Context: an optimization exercise on an open-source flow, tuned for small area, a short achievable clock period and few clock cycles per item. The choices shown serve that exercise and are no tape-out recipe. The RTL was checked by simulation tests, not by an equivalence proof against the original design. Power and IR drop assume default switching activity.

## design.v

```verilog
module uartty_core (
    input  wire        clk,
    input  wire        rst,
    input  wire [13:0] cfg_flags,
    input  wire [7:0]  cfg_erase_code,
    input  wire [7:0]  cfg_kill_code,
    input  wire [7:0]  cfg_werase_code,
    input  wire        ev_valid,
    input  wire [2:0]  ev_kind,
    input  wire [7:0]  ev_data,
    output wire        ev_ready,
    output wire        rsp_valid,
    output wire [1:0]  rsp_code,
    output wire [7:0]  rsp_data,
    output wire        rsp_txie,
    output wire        rsp_rd_ready,
    output wire        rsp_tx_full
);
    localparam [7:0] C_XON   = 8'h11;
    localparam [7:0] C_XOFF  = 8'h13;
    localparam [7:0] C_CR    = 8'h0D;
    localparam [7:0] C_NL    = 8'h0A;
    localparam [7:0] C_BS    = 8'h08;
    localparam [7:0] C_SP    = 8'h20;
    localparam [7:0] C_BEL   = 8'h07;
    localparam [7:0] C_CARET = 8'h5E;
    localparam [1:0] RES_OK    = 2'd0;
    localparam [1:0] RES_BYTE  = 2'd1;
    localparam [1:0] RES_FULL  = 2'd2;
    localparam [1:0] RES_EMPTY = 2'd3;
    function is_ctl(input [7:0] c);
        is_ctl = (c < 8'h20) || (c == 8'h7F);
    endfunction
    reg  [13:0] cfg_q;
    always @(posedge clk) cfg_q <= cfg_flags;
    wire cfg_canonical = cfg_q[0];
    wire cfg_echoe     = cfg_q[2];
    wire cfg_echok     = cfg_q[3];
    wire cfg_echoctl   = cfg_q[4];
    wire cfg_ocrnl     = cfg_q[10];
    wire cfg_onlcr     = cfg_q[11];
    wire cfg_bell      = cfg_q[13];
    reg [7:0] rx_mem [0:127];
    reg [6:0] rx_head, rx_tail;
    wire [6:0] rx_cnt;         
    reg [7:0] rx_hm, rx_hb, lc_m, lc_a;
    reg       rx_hsel, lc_sel;
    wire [7:0] rx_hd   = rx_hsel ? rx_hb : rx_hm;
    wire [7:0] lc_byte = lc_sel ? lc_a : lc_m;
    reg [6:0] pl_start;        
    reg [7:0] pl_w;            
    reg [6:0] sp_cnt;          
    reg [7:0] tx_mem [0:63];
    reg [5:0] tx_head, tx_tail;
    wire [5:0] tx_cnt;         
    reg [7:0] tx_hm, tx_hb;    
    reg       tx_hsel;
    wire [7:0] tx_hd   = tx_hsel ? tx_hb : tx_hm;
    reg [7:0] backlog;         
    reg [1:0] es;              
    reg       txie, halt, plf;
    reg       rx_empty;        
    reg       rx_le125;        
    reg       rx_ne127;        
    reg       pl_empty;        
    reg       sp_nz;           
    reg       tx_full;         
    reg       tx_full2;        
    reg       tx_empty;        
    reg       rd_ready;        
    reg       a_valid;
    reg       o_xoff, o_xon, o_erase, o_kill, o_wer, o_ins;    
    reg       o_tx, o_rd, o_wr;
    reg [7:0] a_byte;          
    reg       a_nlc;           
    reg       a_rdset;         
    reg       a_need2;         
    reg       a_sp;            
    reg       a_wt2;           
    reg       a_echo;          
    reg       a_caret;         
    localparam [1:0] B_EXEC  = 2'd0;   
    localparam [1:0] B_ECHO2 = 2'd1;   
    localparam [1:0] B_WER1  = 2'd2;   
    localparam [1:0] B_WER2  = 2'd3;   
    reg [1:0] bs;
    reg [7:0] b_byte;          
    reg       b_echo, b_caret;
    reg       rdy;             
    reg       r_valid;
    reg [1:0] r_code;
    reg [7:0] r_data;
    reg       r_txie, r_rdr, r_txf;
    assign ev_ready     = rdy;
    assign rsp_valid    = r_valid;
    assign rsp_code     = r_code;
    assign rsp_data     = r_data;
    assign rsp_txie     = r_txie;
    assign rsp_rd_ready = r_rdr;
    assign rsp_tx_full  = r_txf;
    wire       in_rx   = ev_valid && ev_kind == 3'd1;
    wire [7:0] in_b1   = cfg_flags[9] ? {1'b0, ev_data[6:0]} : ev_data;    
    wire       in_b1cr = in_b1 == C_CR;
    wire       in_b1nl = in_b1 == C_NL;
    wire       map_nl  = cfg_flags[6] && in_b1cr;                 
    wire       map_cr  = !map_nl && cfg_flags[7] && in_b1nl;      
    wire [7:0] in_b    = map_nl ? C_NL : map_cr ? C_CR : in_b1;
    wire       in_nl   = map_nl || (!map_cr && in_b1nl);
    wire       in_ctl  = is_ctl(in_b1);    
    wire       in_xoff = cfg_flags[12] && ev_data == C_XOFF;
    wire       in_xon  = cfg_flags[12] && ev_data == C_XON;
    wire       in_ign  = cfg_flags[8] && in_b1cr;                 
    wire       in_canon = cfg_flags[0];
    function eq_b(input [7:0] code);
        eq_b = map_nl ? (code == C_NL) : map_cr ? (code == C_CR) : (in_b1 == code);
    endfunction
    wire in_eqe  = eq_b(cfg_erase_code) || eq_b(C_BS);
    wire in_eqk  = eq_b(cfg_kill_code);
    wire in_eqw  = eq_b(cfg_werase_code);
    wire in_edit = in_rx && !in_xoff && !in_xon && !in_ign && in_canon;
    reg  st_exec;              
    wire st_e2   = bs == B_ECHO2;
    wire st_w    = bs[1];
    wire st_w1   = bs == B_WER1;
    wire b_ex    = st_exec;
    wire lc_sp   = lc_byte == C_SP;
    wire lc_wt2  = cfg_echoctl && is_ctl(lc_byte);
    wire bl_nz   = backlog != 8'd0;
    wire admit   = a_need2 ? rx_le125 : rx_ne127;
    wire f_ins   = b_ex && o_ins && admit;                
    wire bell    = b_ex && o_ins && !admit && cfg_bell;   
    wire er_ok   = b_ex && o_erase && !pl_empty;          
    wire kl      = b_ex && o_kill;                        
    wire wf      = b_ex && o_wer && !sp_nz;               
    wire ws      = b_ex && o_wer && sp_nz;                
    wire wl      = st_w && !sp_nz;                        
    wire wr1     = st_w && sp_nz && (st_w1 || !lc_sp);    
    wire wd      = st_w && sp_nz && !st_w1 && lc_sp;      
    wire w_done  = wl || wd;
    wire f_ret   = er_ok || ws || wr1;                    
    wire f_line  = kl || wf || wl;                        
    wire line_fl = kl ? cfg_echok : cfg_echoe;
    wire line_bl = f_line && line_fl && !pl_empty;        
    wire ea      = a_echo && (f_ins || ((er_ok || (wf && !pl_empty)) && !cfg_echoe) ||
                              (kl && !pl_empty && !cfg_echok));
    wire w_echo  = w_done && !cfg_echoe && b_echo;
    wire e2_next = (ea && a_caret) || (w_echo && b_caret);
    wire enq     = ea || bell || (b_ex && o_wr) || st_e2 || w_echo;
    wire t_ev    = b_ex && o_tx;
    wire t_halt  = t_ev && halt;
    wire t_plf   = t_ev && !halt && plf;
    wire t_go    = t_ev && !halt && !plf;
    wire t_bs1   = t_go && es == 2'd0 && bl_nz;
    wire t_sp    = t_go && es == 2'd2;
    wire t_bs2   = t_go && es == 2'd3;
    wire t_deq   = t_go && es == 2'd0 && !bl_nz && !tx_empty;
    wire t_none  = t_go && es == 2'd0 && !bl_nz && tx_empty;
    wire hd_cr   = tx_hd == C_CR;
    wire hd_nl   = tx_hd == C_NL;
    wire t_ocr   = t_deq && cfg_ocrnl && hd_cr;
    wire t_onl   = t_deq && !(cfg_ocrnl && hd_cr) && cfg_onlcr && hd_nl;
    wire rd_ok   = b_ex && o_rd && rd_ready;
    wire rd_emp  = b_ex && o_rd && !rd_ready;
    wire done    = (b_ex && a_valid && !ws && !(ea && a_caret)) || st_e2 ||
                   (w_done && !(w_echo && b_caret));
    wire [1:0] n_bs = e2_next ? B_ECHO2 : (ws || wr1) ? (lc_sp ? B_WER1 : B_WER2) : B_EXEC;
    assign     rx_cnt     = rx_tail - rx_head;
    assign     tx_cnt     = tx_tail - tx_head;
    wire [6:0] rx_tail_m1 = rx_tail - 7'd1;
    wire [6:0] rx_tail_p1 = rx_tail + 7'd1;
    wire [6:0] rx_head_p1 = rx_head + 7'd1;
    wire       f_dec      = f_ret || rd_ok;
    wire       ins_grow   = f_ins && !a_nlc;
    wire       pl_clear   = (f_ins && a_nlc) || f_line;
    wire       ret_bl     = f_ret && cfg_echoe;
    wire [6:0] n_head     = ({7{rd_ok}} & rx_head_p1) | ({7{!rd_ok}} & rx_head);
    wire [6:0] n_head_p1  = ({7{rd_ok}} & (rx_head + 7'd2)) | ({7{!rd_ok}} & rx_head_p1);
    wire       t_hold     = !(f_ins || f_ret || f_line);
    wire [6:0] n_tail     = ({7{f_ins}} & rx_tail_p1) | ({7{f_ret}} & rx_tail_m1) |
                            ({7{f_line}} & pl_start) | ({7{t_hold}} & rx_tail);
    wire [6:0] n_tail_m2  = ({7{f_ins}} & rx_tail_m1) | ({7{f_ret}} & (rx_tail - 7'd3)) |
                            ({7{f_line}} & (pl_start - 7'd2)) | ({7{t_hold}} & (rx_tail - 7'd2));
    wire [6:0] line_cnt   = pl_start - rx_head;
    wire [6:0] n_pl_start = ({7{f_ins && a_nlc}} & rx_tail_p1) | ({7{!(f_ins && a_nlc)}} & pl_start);
    wire [7:0] n_pl_w     = ({8{ins_grow && a_wt2}} & (pl_w + 8'd2)) |
                            ({8{ins_grow && !a_wt2}} & (pl_w + 8'd1)) |
                            ({8{f_ret && lc_wt2}} & (pl_w - 8'd2)) |
                            ({8{f_ret && !lc_wt2}} & (pl_w - 8'd1)) |
                            ({8{!(ins_grow || f_ret || pl_clear)}} & pl_w);
    wire [6:0] n_sp_cnt   = ({7{ins_grow && a_sp}} & (sp_cnt + 7'd1)) |
                            ({7{f_ret && lc_sp}} & (sp_cnt - 7'd1)) |
                            ({7{!((ins_grow && a_sp) || (f_ret && lc_sp) || pl_clear)}} & sp_cnt);
    wire [7:0] n_backlog  = ({8{ret_bl && lc_wt2}} & (backlog + 8'd2)) |
                            ({8{ret_bl && !lc_wt2}} & (backlog + 8'd1)) |
                            ({8{line_bl}} & (backlog + pl_w)) |
                            ({8{t_bs1}} & (backlog - 8'd1)) |
                            ({8{!(ret_bl || line_bl || t_bs1)}} & backlog);
    wire [1:0] n_es       = t_bs1 ? 2'd2 : t_sp ? 2'd3 : t_bs2 ? 2'd0 : es;
    wire       n_halt     = (b_ex && o_xoff) ? 1'b1 : (b_ex && o_xon) ? 1'b0 : halt;
    wire       n_plf      = t_plf ? 1'b0 : t_onl ? 1'b1 : plf;
    wire       txie_set   = enq || ret_bl || line_bl || (b_ex && o_xon);
    wire       txie_clr   = (b_ex && o_xoff) || t_halt || t_none;
    wire       n_txie     = txie_set ? 1'b1 : txie_clr ? 1'b0 : txie;
    wire       tx_we      = enq && !tx_full;
    wire [5:0] tx_tail_p1 = tx_tail + 6'd1;
    wire [5:0] tx_head_p1 = tx_head + 6'd1;
    wire [5:0] n_tx_head  = ({6{t_deq}} & tx_head_p1) | ({6{!t_deq}} & tx_head);
    wire [5:0] n_tx_tail  = ({6{tx_we}} & tx_tail_p1) | ({6{!tx_we}} & tx_tail);
    wire       rd_more    = cfg_canonical ? (rx_head_p1 != pl_start) : (rx_cnt != 7'd1);
    wire       n_rdr      = (f_ins && a_rdset) || (rd_ok ? rd_more : rd_ready);
    wire       n_rx_empty = f_ins ? 1'b0 : f_dec ? (rx_cnt == 7'd1) :
                            f_line ? (pl_start == rx_head) : rx_empty;
    wire       n_rx_le125 = f_ins ? (rx_cnt <= 7'd124) : f_dec ? rx_ne127 :
                            f_line ? (line_cnt <= 7'd125) : rx_le125;
    wire       n_rx_ne127 = f_ins ? (rx_cnt != 7'd126) : f_dec ? 1'b1 :
                            f_line ? (line_cnt != 7'd127) : rx_ne127;
    wire       n_pl_empty = f_ins ? a_nlc : f_ret ? (rx_tail_m1 == pl_start) :
                            f_line ? 1'b1 : pl_empty;
    wire       n_sp_nz    = f_ins ? (a_sp || (sp_nz && !a_nlc)) :
                            f_ret ? (lc_sp ? (sp_cnt != 7'd1) : sp_nz) :
                            f_line ? 1'b0 : sp_nz;
    wire       n_tx_full  = tx_we ? tx_full2 : (tx_full && !t_deq);
    wire       n_tx_full2 = tx_we ? (tx_cnt == 6'd61) : t_deq ? tx_full : tx_full2;
    wire       n_tx_empty = tx_we ? 1'b0 : t_deq ? (tx_cnt == 6'd1) : tx_empty;
    wire       t_byte     = t_plf || t_bs1 || t_sp || t_bs2 || t_deq;
    wire [1:0] n_code     = (t_byte || rd_ok) ? RES_BYTE :
                            rd_emp ? RES_EMPTY :
                            (b_ex && o_wr && tx_full) ? RES_FULL : RES_OK;
    wire [7:0] n_data     = rd_ok ? rx_hd :
                            (t_plf || t_ocr) ? C_NL :
                            (t_bs1 || t_bs2) ? C_BS :
                            t_sp ? C_SP :
                            t_onl ? C_CR : tx_hd;
    wire [7:0] enq_byte   = st_e2 ? (b_byte ^ 8'h40) :
                            st_w ? (b_caret ? C_CARET : b_byte) :
                            (o_ins && !admit) ? C_BEL :
                            a_caret ? C_CARET : a_byte;
    reg  [6:0] rx_raddr;
    wire [7:0] rx_rdata = rx_mem[rx_raddr];
    reg  [5:0] tx_raddr;       
    wire [7:0] tx_rdata = tx_mem[tx_raddr];
    wire       n_a_valid = rdy ? ev_valid : a_valid;
    wire       n_a_rd    = rdy ? (ev_valid && ev_kind == 3'd3) : o_rd;
    wire       n_rdy     = !n_a_valid || n_bs == B_EXEC;
    wire       n_sel_rd  = n_a_rd && n_bs == B_EXEC;
    always @(posedge clk) begin
        rx_mem[rx_tail] <= a_byte;
        tx_mem[tx_tail] <= enq_byte;
    end
    always @(posedge clk) begin
        if (rx_empty) rx_hb <= a_byte;
        if (rd_ok)    rx_hm <= rx_rdata;
        if (rx_empty)   rx_hsel <= 1'b1;
        else if (rd_ok) rx_hsel <= 1'b0;
        if (f_ins) lc_a <= a_byte;
        if (f_ret) lc_m <= rx_rdata;
        if (f_ins)      lc_sel <= 1'b1;
        else if (f_ret) lc_sel <= 1'b0;
        if (tx_empty) tx_hb <= enq_byte;
        if (t_deq)    tx_hm <= tx_rdata;
        if (tx_empty)   tx_hsel <= 1'b1;
        else if (t_deq) tx_hsel <= 1'b0;
    end
    always @(posedge clk) begin
        if (rst) begin
            a_valid  <= 1'b0;
            rdy      <= 1'b1;
            bs       <= B_EXEC;
            st_exec  <= 1'b1;
            r_valid  <= 1'b0;
            rx_head  <= 7'd0;
            rx_tail  <= 7'd0;
            pl_start <= 7'd0;
            pl_w     <= 8'd0;
            sp_cnt   <= 7'd0;
            tx_head  <= 6'd0;
            tx_tail  <= 6'd0;
            rx_empty <= 1'b1;
            rx_le125 <= 1'b1;
            rx_ne127 <= 1'b1;
            pl_empty <= 1'b1;
            sp_nz    <= 1'b0;
            tx_full  <= 1'b0;
            tx_full2 <= 1'b0;
            tx_empty <= 1'b1;
            rd_ready <= 1'b0;
            tx_raddr <= 6'd1;
            rx_raddr <= 7'd126;
            backlog  <= 8'd0;
            es       <= 2'd0;
            txie     <= 1'b0;
            halt     <= 1'b0;
            plf      <= 1'b0;
        end else begin
            a_valid  <= n_a_valid;
            rdy      <= n_rdy;
            bs       <= n_bs;
            st_exec  <= n_bs == B_EXEC;
            r_valid  <= done;
            rx_head  <= n_head;
            rx_tail  <= n_tail;
            pl_start <= n_pl_start;
            pl_w     <= n_pl_w;
            sp_cnt   <= n_sp_cnt;
            tx_head  <= n_tx_head;
            tx_tail  <= n_tx_tail;
            rx_empty <= n_rx_empty;
            rx_le125 <= n_rx_le125;
            rx_ne127 <= n_rx_ne127;
            pl_empty <= n_pl_empty;
            sp_nz    <= n_sp_nz;
            tx_full  <= n_tx_full;
            tx_full2 <= n_tx_full2;
            tx_empty <= n_tx_empty;
            rd_ready <= n_rdr;
            tx_raddr <= ({6{t_deq}} & (tx_head + 6'd2)) | ({6{!t_deq}} & tx_head_p1);
            rx_raddr <= n_sel_rd ? n_head_p1 : n_tail_m2;
            backlog  <= n_backlog;
            es       <= n_es;
            txie     <= n_txie;
            halt     <= n_halt;
            plf      <= n_plf;
        end
    end
    always @(posedge clk) begin
        if (rst) begin
            o_xoff   <= 1'b0;
            o_xon    <= 1'b0;
            o_erase  <= 1'b0;
            o_kill   <= 1'b0;
            o_wer    <= 1'b0;
            o_ins    <= 1'b0;
            o_tx     <= 1'b0;
            o_rd     <= 1'b0;
            o_wr     <= 1'b0;
        end else if (rdy) begin
            o_xoff   <= in_rx && in_xoff;
            o_xon    <= in_rx && !in_xoff && in_xon;
            o_erase  <= in_edit && in_eqe;
            o_kill   <= in_edit && !in_eqe && in_eqk;
            o_wer    <= in_edit && !in_eqe && !in_eqk && in_eqw;
            o_ins    <= in_rx && !in_xoff && !in_xon && !in_ign &&
                        !(in_canon && (in_eqe || in_eqk || in_eqw));
            o_tx     <= ev_valid && ev_kind == 3'd2;
            o_rd     <= ev_valid && ev_kind == 3'd3;
            o_wr     <= ev_valid && ev_kind == 3'd4;
        end
    end
    always @(posedge clk) begin
        if (rdy) begin
            a_byte   <= in_rx ? in_b : ev_data;
            a_nlc    <= in_canon && in_nl;
            a_rdset  <= in_nl || !in_canon;
            a_need2  <= in_canon && !in_nl;
            a_sp     <= in_b1 == C_SP;
            a_wt2    <= cfg_flags[4] && in_ctl;
            a_echo   <= cfg_flags[1] || (in_nl && cfg_flags[5]);      
            a_caret  <= in_rx && !in_nl && cfg_flags[1] && cfg_flags[4] && in_ctl;
        end
        if (b_ex) begin
            b_byte  <= a_byte;
            b_echo  <= a_echo;
            b_caret <= a_caret;
        end
        r_code  <= n_code;
        r_data  <= n_data;
        r_txie  <= n_txie;
        r_rdr   <= n_rdr;
        r_txf   <= n_tx_full;
    end
endmodule
```

## run.sh

```bash
#!/bin/bash
# synth_recipe.tcl (not shown) runs the flow's synth.tcl, then flattens the netlist and writes it again
# the make line also repeats each setting of config.mk as NAME=value (left out here)
make -C /OpenROAD-flow-scripts/flow DESIGN_CONFIG=/design/flow/config.mk WORK_HOME=/design/flow/orfs CLKGATE_MAP_FILE= SYNTH_SCRIPT=/design/flow/synth_recipe.tcl finish
```

## config.mk

```make
export PLATFORM = sky130hd
export DESIGN_NAME = uartty_core
export DESIGN_NICKNAME = uartty_core
export VERILOG_FILES = /design/flow/design.v
export SDC_FILE = /design/flow/constraint.sdc
export NUM_CORES = 4
export LEC_CHECK = 0
export CAP_MARGIN = 20
export CORE_MARGIN = 2
export CORE_UTILIZATION = 60
export CTS_CLUSTER_DIAMETER = 100
export CTS_CLUSTER_SIZE = 27
export SETUP_SLACK_MARGIN = 5.0
export SLEW_MARGIN = 20
```

## constraint.sdc

```tcl
create_clock -name core_clock -period 8.0 [get_ports {clk}]
set_input_delay 1.6000 -clock core_clock [delete_from_list [all_inputs] [get_ports {clk}]]
set_output_delay 1.6000 -clock core_clock [all_outputs]
set_load 0.01 [all_outputs]
```

==> results of run 1 <==
==> layout make-up <==
| class | count | area [um^2] | area share [%] |
|---|---|---|---|
| multi-input cells | 1780 | 19000 | 25.0 |
| flip-flops and latches | 1730 | 50800 | 66.8 |
| clock buffers | 94 | 1990 | 2.62 |
| clock inverters | 7 | 93.8 | 0.123 |
| well taps | 1524 | 1910 | 2.51 |
| repair buffers | 185 | 1980 | 2.61 |
| inverters | 60 | 235 | 0.309 |
==> report_power, final <==
group,leakage (uW),switching (uW),internal (uW)
clock,0.00101,2660,1790
sequential,0.0156,44.9,9950
combinational,0.00728,709,447
==> state kept, by name (all words and copies together) (netlist names), 8 cells and up, named ones only <==
signal,cells
rx_mem,1024
tx_mem,512
a_byte,8
b_byte,8
backlog,8
lc_a,8
lc_m,8
pl_w,8
r_data,8
rx_hb,8
rx_hm,8
tx_hb,8
tx_hm,8
==> routing by layer <==
layer / global-route usage, % / vias up / share of wire [%]
met5: 0 / - / 0
met4: 6.34 / 0 / 2.2
met3: 4.03 / 210 / 8.7
met2: 42.2 / 1785 / 47
met1: 43.4 / 19100 / 42
li1: - / 15300 / -
==> cells by family after synthesis <==
group           after synthesis  share of synthesized area, %
flops                      1730                          72.0
simple gates                705                          4.79
mux                         529                          15.6
compound gates              392                          3.80
buf+inv                     268                          1.53
xor+xnor                     98                          1.22
fa+ha+maj                    55                          1.02
==> final timing paths <==
check                                from  cells past startpoint       end  slack [ps]
worst max-delay path            flip-flop                      8  rx_hm[0]        5020
worst min-delay path                es[1]                      2     es[1]         510
worst max register to register  flip-flop                      8  rx_hm[0]        5020
worst min register to register      es[1]                      2     es[1]         510
==> through the flow <==
stage / hold slack (ps) / cell area [um^2] / total power, uW / cells
final: 513 / 76000 / 15600 / 5380
after floorplan: 443 / 70500 / 10900 / 3777
after global placement: 464 / 72800 / 11300 / 5224
after global routing: 527 / 76000 / 16000 / 5380
after detailed placement: 485 / 72800 / 11300 / 5224
after CTS: 506 / 75600 / 15700 / 5362
==> worst max-delay path, stage by stage (launching register included) <==
cell and delay (ps):
dfxtp_4 380, buf_12 150, buf_16 290, mux4_2 590, nor2b_1 160, a211oi_1 370, a211oi_1 230, a21oi_1 280
o2111ai_1 220
==> placed cells by master, fill, tap and decap left out, drive strengths merged, types with 16 or more instances in the layout <==
cell type,instances
a211oi,68
a21oi,79
a31oi,16
buf,121
clkbuf,96
clkdlybuf4s50,38
dfxtp,121
dlygate4sd2,16
edfxtp,1609
ha,51
inv,64
mux2i,65
mux4,456
nand2,114
nand3,52
nor2,317
nor2b,47
nor3,46
o21ai,71
o22ai,20
xnor2,63
xor2,35
==> repair_timing <==
| action | CTS | global route |
|---|---|---|
| endpoints found under the setup margin | 301 | 363 |
| hold buffers | 0 | 0 |
| resized for setup | 109 | 70 |
| gates cloned | 7 | 0 |
| pin swaps | 15 | 14 |
| hold endpoints to repair | 0 | 0 |
| buffers inserted | 30 | 15 |
==> out/qor.csv, run 1 <==
stage;metric;value;unit
global_routing;grt_pass1_vias;35900;
logic_synthesis;synthArstFlopShare;0;%
logic_synthesis;yosys-top-cells-count;1,609 x edfxtp_1, 456 x mux4_2, 316 x nor2_1;
logic_synthesis;yosysMostFrequentCell;edfxtp_1;
place;dpl.hpwl;101000;um
logic_synthesis;ys.flop_type;edfxtp_1;
sta;fin_tns_setup;0;ps
setup_path;worstPathRequired;8420;ps
logic_synthesis;synth.yosys.seq_area_share;72.0;%
floorplan;coreArea;0.116;mm^2
global_routing;grt-ovfl-total;0;
clock_tree;ctsRootBufferMaster;clkbuf_16;
global_routing;grt_use_total;27.7;%
logic_synthesis;netlist_area;0.0705;mm^2
layout;diodes;0;
power_and_ir_drop;p_leak;0.0239;uW
clock_tree;clkTransAtPathRegs;110;ps
sta;fin_worst_skew;32.6;ps
layout;fin_nets;3938;
logic_synthesis;synthDistinctLibCells;83;
clock_tree;clockBufferDepth;3;
routing;final_antenna_net_count;0;
power_and_ir_drop;peakVddDrop;0.000196;V
logic_synthesis;synth_area_per_cell;18.7;um^2
clock_tree;clock_sinks;1730;
sta;hold_violations;0;
routing;routed_wl;166000;um
logic_synthesis;yosys_register_bits;1730;
logic_synthesis;synth_cells;3777;
place;gp_congestion;0.885;
sta;clock.fmax;0.335;GHz
place;io_buffers;66;
floorplan;die-area;0.120;mm^2
routing;num_vias;36400;
routing;drc_errors;0;
floorplan;start_util;60.6;%
setup_path;cp-start-kind;flip-flop;
layout;final_core_util;65.3;%
floorplan;num_io_pins;67;
floorplan;chipHeight;347;um
sta;setup_viol;0;
sta;maxSlewViolCount;0;
routing;via_per_inst;6.77;
sta;period_needed;2980;ps
routing;drt-initial-drc-count;4834;
sta;maxSlewHeadroom;24.4;%
routing;wire_per_inst;30.8;um
layout;fill_cells;7870;
layout;drive_above_1_share;20.2;%
sta;period_share;37.3;%
sta;worst-slew-pin-transition;1130;ps
clock_tree;clk_latency;710;ps
logic_synthesis;synth_edf_count;1609;
floorplan;fp.dieW;347;um
global_routing;antenna_found_initial;1;
floorplan;num_rows;125;
global_routing;grt_max_degree;108;
worst_hold_path;hold_class;reg2reg;
logic_synthesis;netlist.area_leader.share;68.6;%
run_status;status;finished clean;
clock_tree;cts_htree_levels;3;
clock_tree;cts_buffers;74;
setup_path;crit_fanout;37;
layout;synthToLayoutAreaGrowth;7.88;%
logic_synthesis;syn-num-nets;3884;
routing;first_pass_iters;6;
setup_path;worstPathArrival;3400;ps
power_and_ir_drop;power_density;205;mW/mm^2
logic_synthesis;yosysTopAreaCell;edfxtp_1;
logic_synthesis;synth.area.top_cells;edfxtp_1 69%, mux4_2 15%, dfxtp_1 3.4%;
setup_path;worstSetupEndpointType;flip-flop;
setup_path;criticalPathCategory;reg2reg;
sta;rsz0062_at_grt;yes;
flow_run;cap_viol_max_count;0;
logic_synthesis;yosysWarnings;1;
clock_tree;cts_tree;yes;
sta;timing.final.ws_setup;5020;ps
place;place_ws;3640;ps
global_routing;grt_pass1_wl;244000;um
Testbench counts, summed over its fixed seeds: cycles 24,270, events 24,000.
==> inputs of run 2 (changes only) <==
--- a/config.mk
+++ b/config.mk
@@ -9,6 +9,6 @@
 export CORE_MARGIN = 2
 export CORE_UTILIZATION = 60
 export CTS_CLUSTER_DIAMETER = 100
-export CTS_CLUSTER_SIZE = 27
+export CTS_CLUSTER_SIZE = 24
 export SETUP_SLACK_MARGIN = 5.0
 export SLEW_MARGIN = 20
==> out/qor.csv, run 2 <==
stage;metric;value;unit
clock_tree;clkTransAtPathRegs;100;ps
layout;final_cell_mix;1,609 x edfxtp_1, 456 x mux4_2, 290 x nor2_1;
global_routing;met1_usage;43.5;%
logic_synthesis;synth_cells;3777;
sta;period_share;37.2;%
floorplan;die-area;0.120;mm^2
flow_run;cap_viol_max_count;0;
setup_path;worstPathCellList;buf_12 > buf_16 > mux4_2 > nor2b_1 > a211oi_1 > a211oi_1 > a21oi_1 > o2111ai_1;
power_and_ir_drop;power_density;208;mW/mm^2
global_routing;grt_pass1_wl;244000;um
routing;num_vias;36500;
sta;clock.fmax;0.336;GHz
global_routing;grt-ovfl-total;0;
sta;worst-slew-pin-transition;1110;ps
worst_hold_path;hold_class;reg2reg;
floorplan;num_io_pins;67;
logic_synthesis;netlist.area_leader.share;68.6;%
sta;hold_violations;0;
setup_path;cp-start-kind;flip-flop;
run_status;status;finished clean;
sta;maxSlewViolCount;0;
routing;via_per_inst;6.78;
power_and_ir_drop;p_leak;0.0240;uW
logic_synthesis;synth_edf_count;1609;
setup_path;cp_top_family;compound AO/OA/AOI/OAI gates;
layout;synthToLayoutAreaGrowth;8.25;%
floorplan;start_util;60.6;%
setup_path;crit_fanout;37;
logic_synthesis;ys.flop_type;edfxtp_1;
logic_synthesis;yosysTopAreaCell;edfxtp_1;
place;gp_congestion;0.885;
logic_synthesis;yosysWarnings;1;
global_routing;grt_max_degree;108;
routing;first_pass_iters;5;
sta;maxSlewHeadroom;25.8;%
global_routing;antenna_found_initial;2;
layout;drive_above_1_share;20.4;%
floorplan;fp.dieW;347;um
logic_synthesis;synth.yosys.seq_area_share;72.0;%
logic_synthesis;netlist_area;0.0705;mm^2
layout;top_register;rx_mem;
routing;drt-initial-drc-count;4634;
setup_path;cpMaxStageDelayCell;mux4_2;
logic_synthesis;synth_area_per_cell;18.7;um^2
logic_synthesis;yosysMostFrequentCell;edfxtp_1;
clock_tree;cts_tree;yes;
layout;fin_nets;3947;
setup_path;worstPathRequired;8420;ps
setup_path;worstSetupEndpointType;flip-flop;
global_routing;use_met3;4.02;%
logic_synthesis;syn-num-nets;3884;
sta;setup_viol;0;
global_routing;grt_pass1_vias;36000;
layout;final_common_cell;edfxtp_1;
clock_tree;cts_htree_levels;3;
routing;routed_wl;166000;um
layout;fill_cells;7847;
clock_tree;clock_sinks;1730;
logic_synthesis;yosys-top-cells-count;1,609 x edfxtp_1, 456 x mux4_2, 316 x nor2_1;
clock_tree;cts_buffers;83;
layout;final_core_util;65.6;%
setup_path;path_buf_inv;2;
place;dpl.hpwl;101000;um
sta;fin_tns_setup;0;ps
global_routing;grt_use_total;27.8;%
clock_tree;cts_hold_buf;0;
clock_tree;clockBufferDepth;3;
logic_synthesis;synthArstFlopShare;0;%
routing;final_antenna_net_count;0;
floorplan;num_rows;125;
setup_path;slowest_delay;590;ps
layout;diodes;0;
logic_synthesis;synthDistinctLibCells;83;
power_and_ir_drop;peakVddDrop;0.000224;V
setup_path;criticalPathCategory;reg2reg;
logic_synthesis;synth.area.top_cells;edfxtp_1 69%, mux4_2 15%, dfxtp_1 3.4%;
place;io_buffers;66;
global_routing;grtUsageMet2;42.1;%
floorplan;coreArea;0.116;mm^2
global_routing;top_usage_layer;met1;
sta;rsz0062_at_grt;yes;
setup_path;worstPathArrival;3400;ps
logic_synthesis;yosys_register_bits;1730;
routing;wire_per_inst;30.7;um
sta;fin_worst_skew;27.7;ps
layout;largest_register_ffs;1024;
clock_tree;ctsRootBufferMaster;clkbuf_16;
setup_path;crit_top_cell;a211oi_1;
layout;reg_top3;rx_mem x1024, tx_mem x512;
routing;drc_errors;0;
sta;period_needed;2980;ps
floorplan;chipHeight;347;um
clock_tree;clk_latency;710;ps
[run 2: cell counts after synthesis]
Identical to the previous run, type by type.
[run 2: cells by family (layout without fill, tap and decap cells)]
kind of cell	count (synthesis)	after routing	synth area share [%]
buffers and inverters	268	358	1.53
adder cells (fa/ha/maj)	55	55	1.02
multiplexers	529	529	15.6
XOR/XNOR	98	98	1.22
AO/OA/AOI/OAI	392	392	3.80
flip-flops	1730	1730	72.0
AND/OR/NAND/NOR	705	706	4.79
[run 2: per-layer routing]
layer / part of all wire, % / wire [um]
met5: 0 / 0
met4: 2.3 / 3860
met3: 8.5 / 14100
met2: 47 / 77400
met1: 42 / 70400
[run 2: final timing paths]
path / start / to / slack [ps] / depth (start not counted)
setup / recovery: flip-flop / lc_m[0] / 5020 / 8
hold / removal: es[1] / es[1] / 510 / 2
setup reg to reg: flip-flop / lc_m[0] / 5020 / 8
hold reg to reg: es[1] / es[1] / 510 / 2
[run 2: what timing repair did]
action                     4_1_cts  5_1_grt
gates cloned                     7        0
pin swaps                       15       15
setup endpoints to repair      298      361
setup buffers                   30       17
resized for setup              112       70
[run 2: worst min-delay path: stages (launching register included)]
cell and delay, ps:
dfxtp_1 340, o21ai_0 70, a21oi_1 60
[run 2: power by group]
group | internal, uW | switching [uW]
registers | 9950 | 42.7
logic | 447 | 710
clock network | 2010 | 2730
[run 2: per-stage QoR]
stage	hold WS [ps]	setup slack (ps)	total power (uW)	area, um^2	cells
after floorplan	443	4500	10900	70500	3777
after global placement	464	3670	11300	72800	5224
after detailed placement	485	3640	11300	72800	5224
after CTS	503	4710	15900	75900	5374
after global routing	524	4970	16300	76300	5392
final	514	5020	15900	76300	5392
[run 2: layout make-up]
cell class | instances | area [um^2] | share of cell area [%]
Clock buffer | 105 | 2240 | 2.94
Inverter | 60 | 235 | 0.308
Multi-Input combinational cell | 1780 | 19000 | 25.0
Clock inverter | 8 | 109 | 0.143
Timing Repair Buffer | 185 | 1970 | 2.58
Sequential cell | 1730 | 50800 | 66.6
Tap cell | 1524 | 1910 | 2.50

==> what the ideal ports hide <==
The flow's constraints put no driver on any port. The routed layouts listed below were extracted and timed again, unchanged, in two steps.
Step 1 assumes that a clkbuf_16 drives the clock port and a buf_2 every other input.
Step 2 also shifts input and output timing later by t, the mid clock arrival at the registers, as if the neighbouring blocks saw the same clock.
Three values: ideal, step 1, step 2; two values: the first two.
run | t (ns) | setup slack, ns | hold slack, ns | cell pins on the clock port's net
run 1 | 0.774 | 5.017 / 4.977 / 4.324 | 0.513 / 0.513 / 0.513 | 1
run 2 | 0.776 | 5.023 / 4.958 / 4.295 | 0.514 / 0.514 / 0.514 | 1
After both steps setup and hold are still met in every run listed. For run 2, which loses most, drivers alone change the setup slack by -0.065 ns; drivers and shift together by -0.728 ns.
